Background: an optimization exercise with open tools, aiming at small area, a short achievable clock period and few clock cycles per item. Do not read the settings as production practice.
At most, simulation tests tie the RTL to the original design; equivalence was not proved.
The RTL of runs 2 and 3 was laid out without a check of its function.
Power figures rest on the tool's default switching activity, not on a simulated workload.

<file path="design.v">
module qrc_fxp (
    input  wire        clk,
    input  wire        rst,
    input  wire        in_valid,
    output wire        in_ready,
    input  wire [2:0]  in_op,
    input  wire [7:0]  in_fb,
    input  wire [15:0] in_raw,
    input  wire [63:0] in_val,
    input  wire [31:0] in_meas,
    input  wire [4:0]  in_capdac,
    output reg         out_valid,
    input  wire        out_ready,
    output reg  [1:0]  out_status,
    output reg  [15:0] out_rdata,
    output reg  [63:0] out_rval
);
    localparam [2:0] OP_DEC_S = 3'd0;
    localparam [2:0] OP_ENC_S = 3'd1;
    localparam [2:0] OP_DEC_U = 3'd2;
    localparam [2:0] OP_ENC_U = 3'd3;
    localparam [2:0] OP_MEAS  = 3'd4;
    reg        cv_sign;
    reg [26:0] cv_mag;
    reg [7:0]  cv_scale;
    always @* begin
        cv_sign  = 1'b0;
        cv_mag   = 27'd0;
        cv_scale = in_fb;
        case (in_op)
            OP_DEC_S: begin
                cv_sign = in_raw[15];
                cv_mag  = in_raw[15] ? {11'd0, -in_raw} : {11'd0, in_raw};
            end
            OP_DEC_U: begin
                cv_mag = {11'd0, in_raw};
            end
            OP_MEAS: begin
                cv_scale = 8'd19;
            end
            default: ;
        endcase
    end
    wire signed [27:0] meas_sum = $signed({{4{in_meas[31]}}, in_meas[31:8]})
                                + $signed({1'b0, in_capdac * 27'd1638400});
    reg        mv_sign;
    reg [26:0] mv_mag;
    always @* begin
        mv_sign = meas_sum[27];
        mv_mag  = meas_sum[27] ? -meas_sum[26:0] : meas_sum[26:0];
    end
    wire        n_sign = (in_op == OP_MEAS) ? mv_sign : cv_sign;
    wire [26:0] n_mag  = (in_op == OP_MEAS) ? mv_mag  : cv_mag;
    reg [4:0] lead;
    integer i;
    always @* begin
        lead = 5'd0;
        for (i = 0; i < 27; i = i + 1)
            if (n_mag[i]) lead = i[4:0];
    end
    wire [26:0] n_norm = n_mag << (5'd26 - lead);
    wire [10:0] n_exp  = 11'd1023 + {6'd0, lead} - {3'd0, cv_scale};
    wire [63:0] dec_result = (n_mag == 27'd0) ? 64'd0
                           : {n_sign, n_exp, n_norm[25:0], 26'd0};
    wire        e_sign = in_val[63];
    wire [10:0] e_exp  = in_val[62:52];
    wire [52:0] e_mant = {1'b1, in_val[51:0]};
    wire signed [12:0] e_k = $signed({2'b00, e_exp}) - 13'sd1023
                           + $signed({5'd0, in_fb});
    wire [119:0] e_wide = {67'd0, e_mant} << e_k[6:0];
    reg  [15:0]  e_int;
    always @* begin
        if (e_exp == 11'h7FF || e_exp == 11'd0 || e_k < 0 || e_k > 13'sd67)
            e_int = 16'd0;
        else
            e_int = e_wide[67:52];
    end
    wire [15:0] enc_result = e_sign ? -e_int : e_int;
    assign in_ready = !out_valid || out_ready;
    always @(posedge clk) begin
        if (rst) begin
            out_valid <= 1'b0;
        end else if (in_ready) begin
            out_valid <= in_valid;
            if (in_valid) begin
                out_status <= 2'd0;
                out_rdata  <= 16'd0;
                out_rval   <= 64'd0;
                case (in_op)
                    OP_DEC_S, OP_DEC_U, OP_MEAS: out_rval  <= dec_result;
                    OP_ENC_S, OP_ENC_U:          out_rdata <= enc_result;
                    default:                     out_status <= 2'd2;
                endcase
            end
        end
    end
endmodule
</file>
<file path="run.sh">
#!/bin/bash
# synth_recipe.tcl (not shown) runs the flow's synth.tcl, then flattens the netlist and writes it again
# the make line also repeats each setting of config.mk as NAME=value (left out here)
make -C /OpenROAD-flow-scripts/flow DESIGN_CONFIG=/design/flow/config.mk WORK_HOME=/design/flow/orfs CLKGATE_MAP_FILE= SYNTH_SCRIPT=/design/flow/synth_recipe.tcl finish
</file>
<file path="config.mk">
export PLATFORM = sky130hd
export DESIGN_NAME = qrc_fxp
export DESIGN_NICKNAME = qrc_fxp
export VERILOG_FILES = /design/flow/design.v
export SDC_FILE = /design/flow/constraint.sdc
export NUM_CORES = 4
export LEC_CHECK = 0
export CAP_MARGIN = 20
export CORE_MARGIN = 2
export CORE_UTILIZATION = 40
export SLEW_MARGIN = 20
</file>
<file path="constraint.sdc">
create_clock -name core_clock -period 9.0 [get_ports {clk}]
set_input_delay 1.8000 -clock core_clock [delete_from_list [all_inputs] [get_ports {clk}]]
set_output_delay 1.8000 -clock core_clock [all_outputs]
set_load 0.01 [all_outputs]
</file>
==> results.toml, run 1 <==
[run]
cap_viol_max_count = 0

[synthesis]
yosysWarnings = 1
synth_most_common_cell = "nor2_1"
syn_area_per_cell_um2 = 7.67
synth_area_leader_cell = "edfxtp_1"
ys_ff_latch = 56
syn-cell-area_um2 = 10700
netlist.area_leader.share = 0.154
synth_top_cells_by_area = "edfxtp_1 (15%), mux2i_1 (9.1%), mux4_2 (6.5%)"
synth-async-reset-ratio = 0
synthFlopType = "edfxtp_1"
ys_top_cells_by_count = "nor2_1 (146), nand2_1 (144), a21oi_1 (98), mux2i_1 (98), o21ai_0 (75)"
synth_edf_count = 55
yosysSeqAreaShare = 0.156
synth_cell_types = 82
netlist_instances = 1399

[clock_network]
cts_tree = "built"
path_clk_slew_ps = 70
root_buffer = "clkbuf_16"
cts_inserted_buffers = 5
holdBufCountCts = 0
cts_num_sinks = 56
clk_latency_ps = 310
clockBufferDepth = 2
cts_max_level = 2

[floorplanning]
placementRows = 59
io_pins = 216
fp.dieH_um = 168
start_util = 0.409
fp.dieArea_um2 = 28100
die_x_um = 168
core_area_um2 = 26200

[route]
initialDrtViolationCount = 910
viasPerCell = 6.03
wl_per_cell_um = 19.1
drcViolationCount = 0
first_pass_iters = 6
ant_nets = 0
wl_um = 36600
vias = 11600

[power]
ir_drop_uv = 145
leakagePower_uw = 0.00527
cellPowerDensity_nw_per_um2 = 221

[worst_setup_path]
slowest_delay_ps = 480
crit_top_cell = "ha_1"
reg2reg_depth = 3
cp-start-kind = "input port"
crit_path_end_kind = "flop"
rr_endpoint = "out_rval[30]$_SDFFCE_PP0P_"
critPathBufInv = 9
r2r_slack_ps = 7370
crit_required_ps = 9030
r2r-start = "out_valid$_SDFFE_PP0P_"
arrival_ps = 8650
path_class = "input port to flop"
slowest_stage = "clkdlybuf4s50_1"
path_delay_family = "compound AO/OA/AOI/OAI gates"
path_max_fanout = 10

[placed_design]
gp_congestion = 0.952
portBuffers = 180
dp_hpwl_um = 29500
post-place-ws_ps = -293

[hold_path]
hold_end = "out_valid$_SDFFE_PP0P_"
min_path_cells = 3
hold_path_class = "flop to flop"
hold_start = "out_valid$_SDFFE_PP0P_"

[global_routing]
grt_pass1_wl_um = 58300
grt_start_max_net_pins = 57
antenna_found_initial = 0
grt_pass1_vias = 10900
grtUsageTotal = 0.255
overflow = 0

[final_layout]
layout-drive-gt1-share = 0.131
num_antenna_cells = 0
layout.nets = 1766
fin_util = 0.514
area_growth_pct = 25.7

[timing]
finClkSkew_ps = 12.9
report.final.hold_viol_count = 0
setup_violations = 0
post-route-min-period_ps = 8620
clock.fmax_mhz = 116
hold_ws_ps = 635
final.setup.worst_slack_ps = 378
tightest_slew_ps = 1020
relSlewSlack = 0.318
rsz0062_at_grt = "false"
period_share = 0.958
drv_slew = 0

[status]
status = "timing/DRC/antenna clean"
==> cell families after synthesis <==
kind of cell               share of synthesized area
and+or+nand+nor                                0.240
xor gates and xnor gates                      0.0457
AOI/OAI and AO/OA                              0.240
buffers and inverters                         0.0686
muxes                                          0.186
other                                       0.000350
adders and majority gates                     0.0623
DFF                                            0.156
==> placed cells by master, fill, tap and decap left out, types with 15 or more instances in the layout <==
master / count
xor2_1: 17
nor2b_1: 17
o21ai_0: 74
mux2i_1: 95
nand2_1: 143
xnor2_1: 30
clkdlybuf4s50_1: 179
nand4_1: 16
a21o_1: 18
conb_1: 27
and2_1: 17
mux2_2: 27
nor4_1: 18
a21oi_1: 96
nand3_1: 50
ha_1: 45
inv_1: 46
buf_4: 89
a31oi_1: 24
mux4_2: 31
or3_1: 15
nor3_1: 36
o211ai_1: 26
nor2_1: 140
edfxtp_1: 55
a211oi_1: 20
==> tightest hold or removal path: cells and delay by family (launching register included) <==
family | cells | cell delay [ps]
and+or+nand+nor | 3 | 280
DFF | 1 | 310
==> sequential cells by signal (all words and copies together), names as in the netlist <==
| name | count |
|---|---|
| out_rdata | 16 |
| out_valid | 1 |
| out_rval | 38 |
| out_status | 1 |
==> worst max-delay path by stage <==
stage / from / slack, ps / end / depth (start not counted)
after floorplan: in_capdac[3] / 50 / out_rval[51]$_SDFFCE_PP0P_ / 30
after detailed placement: in_capdac[1] / -290 / out_rval[50]$_SDFFCE_PP0P_ / 29
after global placement: in_capdac[3] / -220 / out_rval[42]$_SDFFCE_PP0P_ / 33
final: in_capdac[3] / 380 / out_rval[50]$_SDFFCE_PP0P_ / 33
after CTS: in_capdac[1] / 4 / out_rval[50]$_SDFFCE_PP0P_ / 29
after global routing: in_capdac[3] / 7 / out_rval[50]$_SDFFCE_PP0P_ / 31
==> routing by layer <==
metal,track usage,share of wire,vias to the layer above
li1,-,-,5622
met1,0.353,0.45,5412
met2,0.423,0.46,467
met3,0.0326,0.069,65
met4,0.0665,0.024,0
met5,0,0,-
==> power by group <==
| part | switching [uW] | internal (uW) |
|---|---|---|
| combinational | 1340 | 1010 |
| sequential | 12.5 | 380 |
| clock | 99.5 | 133 |
==> what timing repair did <==
item / CTS / global route
setup endpoints to repair: 0 / 28
resized for setup: 0 / 21
buffers inserted: 0 / 3
==> stage by stage <==
stage	cells	total power [uW]	setup TNS, ps	area [um2]
floorplan	1425	2000	0	10800
global placement	1908	2670	-2830	13200
detailed placement	1908	2690	-3550	13200
CTS	1916	2930	0	13400
global route	1919	3200	0	13500
finish	1919	2970	0	13500
==> layout make-up <==
type                    count  area [um2]
flip-flops and latches     56        1670
well taps                 335         419
multi-input cells        1204        8570
repair buffers            269        2470
clock inverters             2        38.8
inverters                  47         176
clock buffers               6         129
fillers                  2557       12700
Testbench counts, summed over its fixed seeds: cycles 12,008, items 12,000.
==> run 2: changes to the inputs <==
==> design.v (replaced) <==
module qrc_fxp (
    input  wire        clk,
    input  wire        rst,
    input  wire        in_valid,
    output wire        in_ready,
    input  wire [2:0]  in_op,
    input  wire [7:0]  in_fb,
    input  wire [15:0] in_raw,
    input  wire [63:0] in_val,
    input  wire [31:0] in_meas,
    input  wire [4:0]  in_capdac,
    output reg         out_valid,
    input  wire        out_ready,
    output wire [1:0]  out_status,
    output wire [15:0] out_rdata,
    output wire [63:0] out_rval
);
    wire op_dec_s = (in_op == 3'd0);
    wire op_dec_u = (in_op == 3'd2);
    wire op_meas  = (in_op == 3'd4);
    wire op_enc   = (in_op == 3'd1) || (in_op == 3'd3);
    wire op_rsv   = in_op[2] && (in_op[1:0] != 2'd0);
    wire [10:0] meas_hi = {{3{in_meas[31]}}, in_meas[31:24]}
                        + {1'b0, in_capdac, 4'd0} + {2'b0, in_capdac, 3'd0}
                        + {6'd0, in_capdac};
    reg [26:0] dw;
    always @* begin
        dw = 27'd0;
        if (op_meas)  dw = {meas_hi, in_meas[23:8]};
        if (op_dec_s) dw = {{11{in_raw[15]}}, in_raw};
        if (op_dec_u) dw = {11'd0, in_raw};
    end
    wire        dw_sign = dw[26];
    wire [25:0] dw_mag  = dw_sign ? -dw[25:0] : dw[25:0];
    wire [7:0]  dw_scale = op_meas ? 8'd19 : in_fb;
    wire [10:0] ev_exp = in_val[62:52];
    wire [12:0] ev_t   = 13'd1090 - {2'd0, ev_exp} - {5'd0, in_fb};
    wire        ev_ok  = op_enc && (ev_exp != 11'd0) && (ev_exp != 11'h7FF)
                       && (ev_t <= 13'd67);
    wire [67:0] ev_x   = {1'b1, in_val[51:0], 15'd0};
    reg  [30:0] ev_win;
    always @* begin
        case (ev_t[6:4])
            3'd0:    ev_win = ev_x[30:0];
            3'd1:    ev_win = ev_x[46:16];
            3'd2:    ev_win = ev_x[62:32];
            3'd3:    ev_win = {12'd0, ev_x[67:48]};
            default: ev_win = {27'd0, ev_x[67:64]};
        endcase
    end
    reg        r_rsv;
    reg        d_sign;
    reg [25:0] d_mag;
    reg [7:0]  d_scale;
    reg        e_sign;
    reg [3:0]  e_t;
    reg [30:0] e_win;
    assign in_ready = out_ready;
    always @(posedge clk) begin
        if (rst)
            out_valid <= 1'b0;
        else if (out_ready)
            out_valid <= in_valid;
    end
    always @(posedge clk) begin
        if (out_ready) begin
            r_rsv   <= op_rsv;
            d_sign  <= dw_sign;
            d_mag   <= dw_mag;
            d_scale <= dw_scale;
            e_sign  <= in_val[63] && ev_ok;
            e_t     <= ev_t[3:0];
            e_win   <= ev_ok ? ev_win : 31'd0;
        end
    end
    reg [4:0] lead;
    integer i;
    always @* begin
        lead = 5'd0;
        for (i = 0; i < 26; i = i + 1)
            if (d_mag[i]) lead = i[4:0];
    end
    wire        d_nz   = |d_mag;
    wire [25:0] d_norm = d_mag << (5'd25 - lead);
    wire [10:0] d_exp  = 11'd1023 + {6'd0, lead} - {3'd0, d_scale};
    assign out_rval = {d_sign, d_nz ? d_exp : 11'd0, d_norm[24:0], 27'd0};
    wire [30:0] e_sh = e_win >> e_t;
    assign out_rdata  = e_sign ? -e_sh[15:0] : e_sh[15:0];
    assign out_status = {r_rsv, 1'b0};
endmodule
--- a/config.mk
+++ b/config.mk
@@ -5,7 +5,9 @@
 export SDC_FILE = /design/flow/constraint.sdc
 export NUM_CORES = 4
 export LEC_CHECK = 0
+export ABC_AREA = 1
 export CAP_MARGIN = 20
 export CORE_MARGIN = 2
 export CORE_UTILIZATION = 40
+export SETUP_SLACK_MARGIN = 4.5
 export SLEW_MARGIN = 20
==> run 2 against run 1 <==
Wire length fell by 19%; critical path depth grew 1; power is 26% lower; core utilization is 11 points higher; clock skew is 13 ps lower; design area shrank 2.0%; die area fell by 19%; flip-flop and latch count grew 17; sequential share of layout area rose by 4.1 points; critical endpoint is now out_rval[58]; clock power rose by about 40%; synthesized area shrank 19%; still clean on timing, DRC and antenna.
==> results.toml, run 2 <==
[power]
power.total_uw = 2200
ir_drop_uv = 99.2
p_seq_frac = 0.201
cellPowerDensity_nw_per_um2 = 167
leakagePower_uw = 0.00585
p_sw_uw = 986
pwr-share-comb = 0.652
internal_power_uw = 1220
clkPwrFrac = 0.147
swShare = 0.448

[synthesis]
netlist_instances = 1314
synth_most_common_cell = "nand2_1"
ys_top_cells_by_count = "nand2_1 (335), inv_1 (157), nand3_1 (143), nor2_1 (128), o21ai_0 (81)"
yosysWarnings = 1
yosysSeqAreaShare = 0.253
syn_area_per_cell_um2 = 6.57
syn-cell-area_um2 = 8640
synthFlopType = "edfxtp_1"
netlist.area_leader.share = 0.250
ys_ff_latch = 73
synth_area_leader_cell = "edfxtp_1"
synth_top_cells_by_area = "edfxtp_1 (25%), nand2_1 (15%), nand3_1 (8.3%)"
synth_edf_count = 72
synth-async-reset-ratio = 0
synth_cell_types = 61

[floorplanning]
die_x_um = 151
start_util = 0.410
io_pins = 216
core_area_um2 = 21100
fp.dieH_um = 151
fp.dieArea_um2 = 22800
placementRows = 53

[final_layout]
final_cells = 1866
num_antenna_cells = 0
area_growth_pct = 52.9
final_cell_mix = "nand2_1 (303), inv_1 (147), clkdlybuf4s50_1 (112)"
layout.nets = 1766
reg_top3 = "e_win x31, d_mag x26, d_scale x8"
final_common_cell = "nand2_1"
largest_register = "e_win"
layout-drive-gt1-share = 0.290
largest_register_ffs = 31

[global_routing]
grt_pass1_vias = 8883
grt_pass1_wl_um = 45000
grt_start_max_net_pins = 74
grtUsageTotal = 0.247
antenna_found_initial = 0
overflow = 0

[placed_design]
gp_congestion = 0.891
portBuffers = 179
dp_hpwl_um = 19800
dp.cells = 1716

[timing]
hold_ws_ps = 494
post-route-min-period_ps = 5470
finClkSkew_ps = 0
report.final.hold_viol_count = 0
period_share = 0.608
rsz0062_at_grt = "true"
drv_slew = 0
relSlewSlack = 0.306
clock.fmax_mhz = 183
setup_tns_ps = 0
setup_violations = 0
tightest_slew_ps = 1040

[hold_path]
hold_end = "out_valid$_SDFFE_PP0P_"
min_path_cells = 2
hold_path_class = "flop to flop"
hold_start = "out_valid$_SDFFE_PP0P_"

[status]
status = "timing/DRC/antenna clean"

[worst_setup_path]
path_delay_family = "simple AND/OR/NAND/NOR gates"
reg2reg_depth = 2
critPathBufInv = 3
r2r-start = "out_valid$_SDFFE_PP0P_"
slowest_stage = "edfxtp_1"
crit_top_cell = "nand2_1"
cp-start-kind = "flop"
arrival_ps = 3670
path_class = "flop to primary output"
crit_required_ps = 7200
path_max_fanout = 3
slowest_delay_ps = 440
crit_path_end_kind = "primary output"
crit_cells = 34
r2r_slack_ps = 8420
rr_endpoint = "out_valid$_SDFFE_PP0P_"

[clock_network]
path_clk_slew_ps = 60
cts_inserted_buffers = 9
cts_tree = "built"
root_buffer = "clkbuf_16"
clk_latency_ps = 340
cts_max_level = 3
cts_num_sinks = 73
clockBufferDepth = 2

[route]
initialDrtViolationCount = 735
drcViolationCount = 0
wl_um = 29700
viasPerCell = 5.20
wl_per_cell_um = 15.9
vias = 9696
first_pass_iters = 8
ant_nets = 0

[run]
cap_viol_max_count = 0
[run 2: cell count changes after synthesis, sizes merged, moves of 19 or more]
cell | previous run | this run
mux2 | 28 | 0
mux4 | 31 | 0
o211ai | 26 | 5
a21oi | 98 | 35
o21ai | 76 | 102
inv | 47 | 172
a211oi | 22 | 2
nand3 | 50 | 144
clkbuf | 69 | 32
nand2 | 144 | 341
xnor2 | 35 | 15
a21o | 19 | 0
mux2i | 98 | 2
[run 2: power groups by stage]
stage	Sequential [uW]	Combinational, uW	Clock (uW)
2_1_floorplan	430	712	0
3_3_place_gp	455	1080	0
3_5_place_dp	456	1090	0
4_1_cts	440	1290	328
5_1_grt	446	1570	341
6_report	442	1440	324
[run 2: metrics by stage]
stage | instance area [um2] | setup slack, ps | util
after CTS | 12300 | 3560 | 0.584
after global routing | 13200 | 3290 | 0.626
final | 13200 | 3530 | 0.626
after global placement | 10500 | 2120 | 0.498
after detailed placement | 10500 | 2140 | 0.498
after floorplan | 8830 | 4060 | -
[run 2: cell families (layout without fill, tap and decap cells)]
kind of cell               after synthesis  after routing  share of synthesized area
and+or+nand+nor                        669            671                      0.336
buffers and inverters                  260            507                      0.133
AOI/OAI and AO/OA                      216            217                      0.151
DFF                                     73             73                      0.253
adders and majority gates               48             48                     0.0782
xor gates and xnor gates                45             45                     0.0456
muxes                                    2              2                    0.00232
other                                    1             28                   0.000434
[run 2: how the worst max path moves through the flow]
stage,from,to
global route,d_mag[3]$_DFFE_PP_,out_rval[58]
detailed placement,d_mag[5]$_DFFE_PP_,out_rval[51]
CTS,d_mag[1]$_DFFE_PP_,out_rval[58]
global placement,d_mag[5]$_DFFE_PP_,out_rval[51]
finish,d_mag[3]$_DFFE_PP_,out_rval[58]
floorplan,in_meas[28],d_mag[24]$_DFFE_PP_
[run 2: final cells by class]
cell class,count,area (um2)
multi-input combinational,1011,6780
sequential,73,2180
inverter,174,736
clock inverter,6,42.5
timing repair buffer,312,2850
clock buffer,10,229
tap,275,344
fill,1842,7880
timing repair inverter,5,45.0
[run 2: per-layer routing]
metal	wire [um]	global-route usage
met3	1830	0.0370
met1	13700	0.351
met5	0	0
met2	13700	0.393
met4	501	0.0654
[run 2: repair_timing]
action | 4_1_cts | 5_1_grt
setup endpoints to repair | 110 | 109
resized for setup | 368 | 221
hold buffers | 0 | 0
cloned | 12 | 3
pin swaps | 79 | 81
setup buffers | 95 | 24
[run 2: tightest hold or removal path, cell delays in order, from the launching register on]
cell and delay, ps:
dfxtp_1 320, mux2i_1 60, nor2_1 70
==> run 3: changes to the inputs <==
--- a/config.mk
+++ b/config.mk
@@ -5,9 +5,9 @@
 export SDC_FILE = /design/flow/constraint.sdc
 export NUM_CORES = 4
 export LEC_CHECK = 0
-export ABC_AREA = 1
+export ABC_CLOCK_PERIOD_IN_PS = 4000
 export CAP_MARGIN = 20
 export CORE_MARGIN = 2
 export CORE_UTILIZATION = 40
-export SETUP_SLACK_MARGIN = 4.5
+export SETUP_SLACK_MARGIN = 5
 export SLEW_MARGIN = 20
==> run 3 against run 2 <==
Largest cell class unchanged; still clean on timing, DRC and antenna; setup slack better by 250 ps; synthesized cell count down 23%; cell count down 14%; critical path depth down 20; power up 25%; wire length up 2.8%.
==> results.toml, run 3 <==
[status]
status = "timing/DRC/antenna clean"

[clock_network]
path_clk_slew_ps = 60
cts_num_sinks = 73
cts_max_level = 3
clockBufferDepth = 2
root_buffer = "clkbuf_16"
cts_tree = "built"
cts_inserted_buffers = 9
clk_latency_ps = 340

[placed_design]
gp_congestion = 0.857
portBuffers = 179
dp.cells = 1420
dp_hpwl_um = 19700

[global_routing]
grt_pass1_wl_um = 46500
antenna_found_initial = 2
grtUsageTotal = 0.244
grt_start_max_net_pins = 57
overflow = 0
grt_pass1_vias = 8810

[power]
cellPowerDensity_nw_per_um2 = 187
ir_drop_uv = 90.0
leakagePower_uw = 0.00573

[worst_setup_path]
slowest_stage = "edfxtp_1"
slowest_delay_ps = 440
path_max_fanout = 4
reg2reg_depth = 2
crit_top_cell = "a21oi_2"
crit_path_end_kind = "primary output"
cp-start-kind = "flop"
r2r-start = "out_valid$_SDFFE_PP0P_"
rr_endpoint = "out_valid$_SDFFE_PP0P_"
r2r_slack_ps = 8410
path_class = "flop to primary output"
cp_cell_sequence = "or2_1 > or4_4 > o31a_1 > buf_12 > ha_4 > fa_2 > a21o_1 > a21oi_2 > inv_1 > a21oi_2 > nor2_2 > xor2_1 > nor2_1 > buf_4"
crit_cells = 14
critPathBufInv = 3
crit_required_ps = 7200
arrival_ps = 3420
path_delay_family = "compound AO/OA/AOI/OAI gates"

[run]
cap_viol_max_count = 0

[route]
dr_wl_met3_um = 1560
initialDrtViolationCount = 604
ant_nets = 0
met2_length_um = 14700
viasPerCell = 5.61
vias = 9037
drt-met1-wl_um = 13500
first_pass_iters = 5
drcViolationCount = 0
wl_um = 30500
wl_per_cell_um = 19.0
top_layer = "met4"

[synthesis]
ys_top_cells_by_count = "nor2_1 (102), nand2_1 (90), edfxtp_1 (72), a21oi_1 (57), mux2i_1 (57)"
syn_area_per_cell_um2 = 8.78
synth_most_common_cell = "nor2_1"
yosysWarnings = 1
yosysSeqAreaShare = 0.247
synthFlopType = "edfxtp_1"
synth_edf_count = 72
synth-async-reset-ratio = 0
synth_cell_types = 85
syn-cell-area_um2 = 8830
synth_top_cells_by_area = "edfxtp_1 (24%), mux2i_1 (6.5%), mux4_2 (6.4%)"
ys_ff_latch = 73
netlist.area_leader.share = 0.245
synth_area_leader_cell = "edfxtp_1"
netlist_instances = 1006

[timing]
relSlewSlack = 0.436
post-route-min-period_ps = 5220
tightest_slew_ps = 846
rsz0062_at_grt = "true"
setup_violations = 0
setup_tns_ps = 0
hold_ws_ps = 518
clock.fmax_mhz = 191
period_share = 0.580
finClkSkew_ps = 0
drv_slew = 0
report.final.hold_viol_count = 0

[final_layout]
seqCellArea_um2 = 2180
largest_register = "e_win"
multi_input_area_um2 = 8110
final_cells = 1612
layout.nets = 1505
fillers = 1687
area_growth_pct = 65.8
final_cell_mix = "buf_4 (120), clkdlybuf4s50_1 (106), nand2_1 (73)"
reg_top3 = "e_win x31, d_mag x26, d_scale x8"
largest_register_ffs = 31
final_common_cell = "buf_4"
layout-drive-gt1-share = 0.459

[floorplanning]
core_area_um2 = 21800
start_util = 0.406
die_x_um = 153
placementRows = 54
io_pins = 216
fp.dieH_um = 153
fp.dieArea_um2 = 23300

[hold_path]
min_path_cells = 2
hold_start = "out_valid$_SDFFE_PP0P_"
hold_path_class = "flop to flop"
hold_end = "out_valid$_SDFFE_PP0P_"
==> run 3: cell types whose count changed after synthesis, moves of 30 or more <==
cell,change
nand2_1,-245
nand3_1,-133
inv_1,-109
mux2i_1,+55
o21ai_0,-33
mux2_2,+30
==> run 3: worst max-delay path by stage <==
stage	from	end	slack, ps
floorplan	d_mag[23]$_DFFE_PP_	out_rval[58]	4160
global placement	in_capdac[1]	d_mag[20]$_DFFE_PP_	3020
detailed placement	in_capdac[1]	d_mag[20]$_DFFE_PP_	3030
CTS	d_mag[25]$_DFFE_PP_	out_rval[58]	3790
global route	d_mag[25]$_DFFE_PP_	out_rval[58]	3670
finish	d_mag[25]$_DFFE_PP_	out_rval[58]	3780
==> run 3: tightest hold or removal path, delay by kind of cell (launching register included) <==
kind / cells / cell delay [ps]
DFF: 1 / 330
muxes: 1 / 70
and+or+nand+nor: 1 / 80
==> run 3: cell type report <==
cell class | instances | area share
antenna | 2 | 0.000342
timing repair buffer | 361 | 0.237
timing repair inverter | 1 | 0.000513
sequential | 73 | 0.149
inverter | 52 | 0.0158
tap | 280 | 0.0239
clock buffer | 11 | 0.0159
multi-input combinational | 827 | 0.553
clock inverter | 5 | 0.00376
==> run 3: layer usage <==
layer / GRT usage / vias up
li1: - / 4305
met1: 0.344 / 4361
met2: 0.400 / 311
met3: 0.0273 / 60
met4: 0.0688 / 0
met5: 0 / -
==> run 3: timing repair <==
action	in CTS	in global routing
resized for setup	496	177
endpoints found under the setup margin	111	110
hold buffers	0	0
buffers inserted	105	54
pin swaps	95	91
cloned	15	0
==> run 3: logic make-up after synthesis <==
logic type	Yosys count	synth area share
adders and majority gates	48	0.0765
muxes	115	0.171
and+or+nand+nor	326	0.178
DFF	73	0.247
buffers and inverters	136	0.0775
xor gates and xnor gates	55	0.0545
AOI/OAI and AO/OA	252	0.195
other	1	0.000425
==> run 3: per-stage QoR <==
step	total power (uW)	util	cell area, um2	setup slack (ps)
floorplan	1410	-	9650	4160
global placement	1820	0.516	11200	3020
detailed placement	1830	0.516	11200	3030
CTS	2510	0.622	13500	3790
global route	2890	0.673	14600	3670
finish	2740	0.673	14600	3780
==> run 3: where the power goes <==
| part | internal [uW] | total, uW | leakage, uW | switching [uW] |
|---|---|---|---|---|
| logic | 995 | 1940 | 0.00489 | 942 |
| registers | 413 | 455 | 0.000700 | 41.4 |
| clock network | 214 | 351 | 0.000138 | 137 |

afterwards: timing with drivers on the ports:
No port has a modelled driver above. Below, the same layouts with a new extraction and two added sets of constraints.
Step 1 assumes that a clkbuf_16 drives the clock port and a buf_2 every other input.
Step 2, shift: input delay + t, output delay - t, t = (earliest + latest rising clock arrival at the registers) / 2. This alone moves slack from input paths to output paths.
Three values: ideal, step 1, step 2; two values: the first two.
run | t, ns | setup slack, ns | slew at the worst register clock pin (ns) | worst slew at a driven data input, ns
run 1 | 0.346 | 0.378 / 0.395 / 0.049 | 0.08 / 0.08 | 0.05
run 2 | 0.377 | 3.526 / 3.482 / 3.466 | 0.06 / 0.06 | 0.06
run 3 | 0.372 | 3.778 / 3.736 / 3.858 | 0.06 / 0.06 | 0.08
After both steps every run listed still meets setup and hold. The setup slack of run 1, which loses most, moves by +0.017 ns with the drivers and by -0.329 ns with both steps.
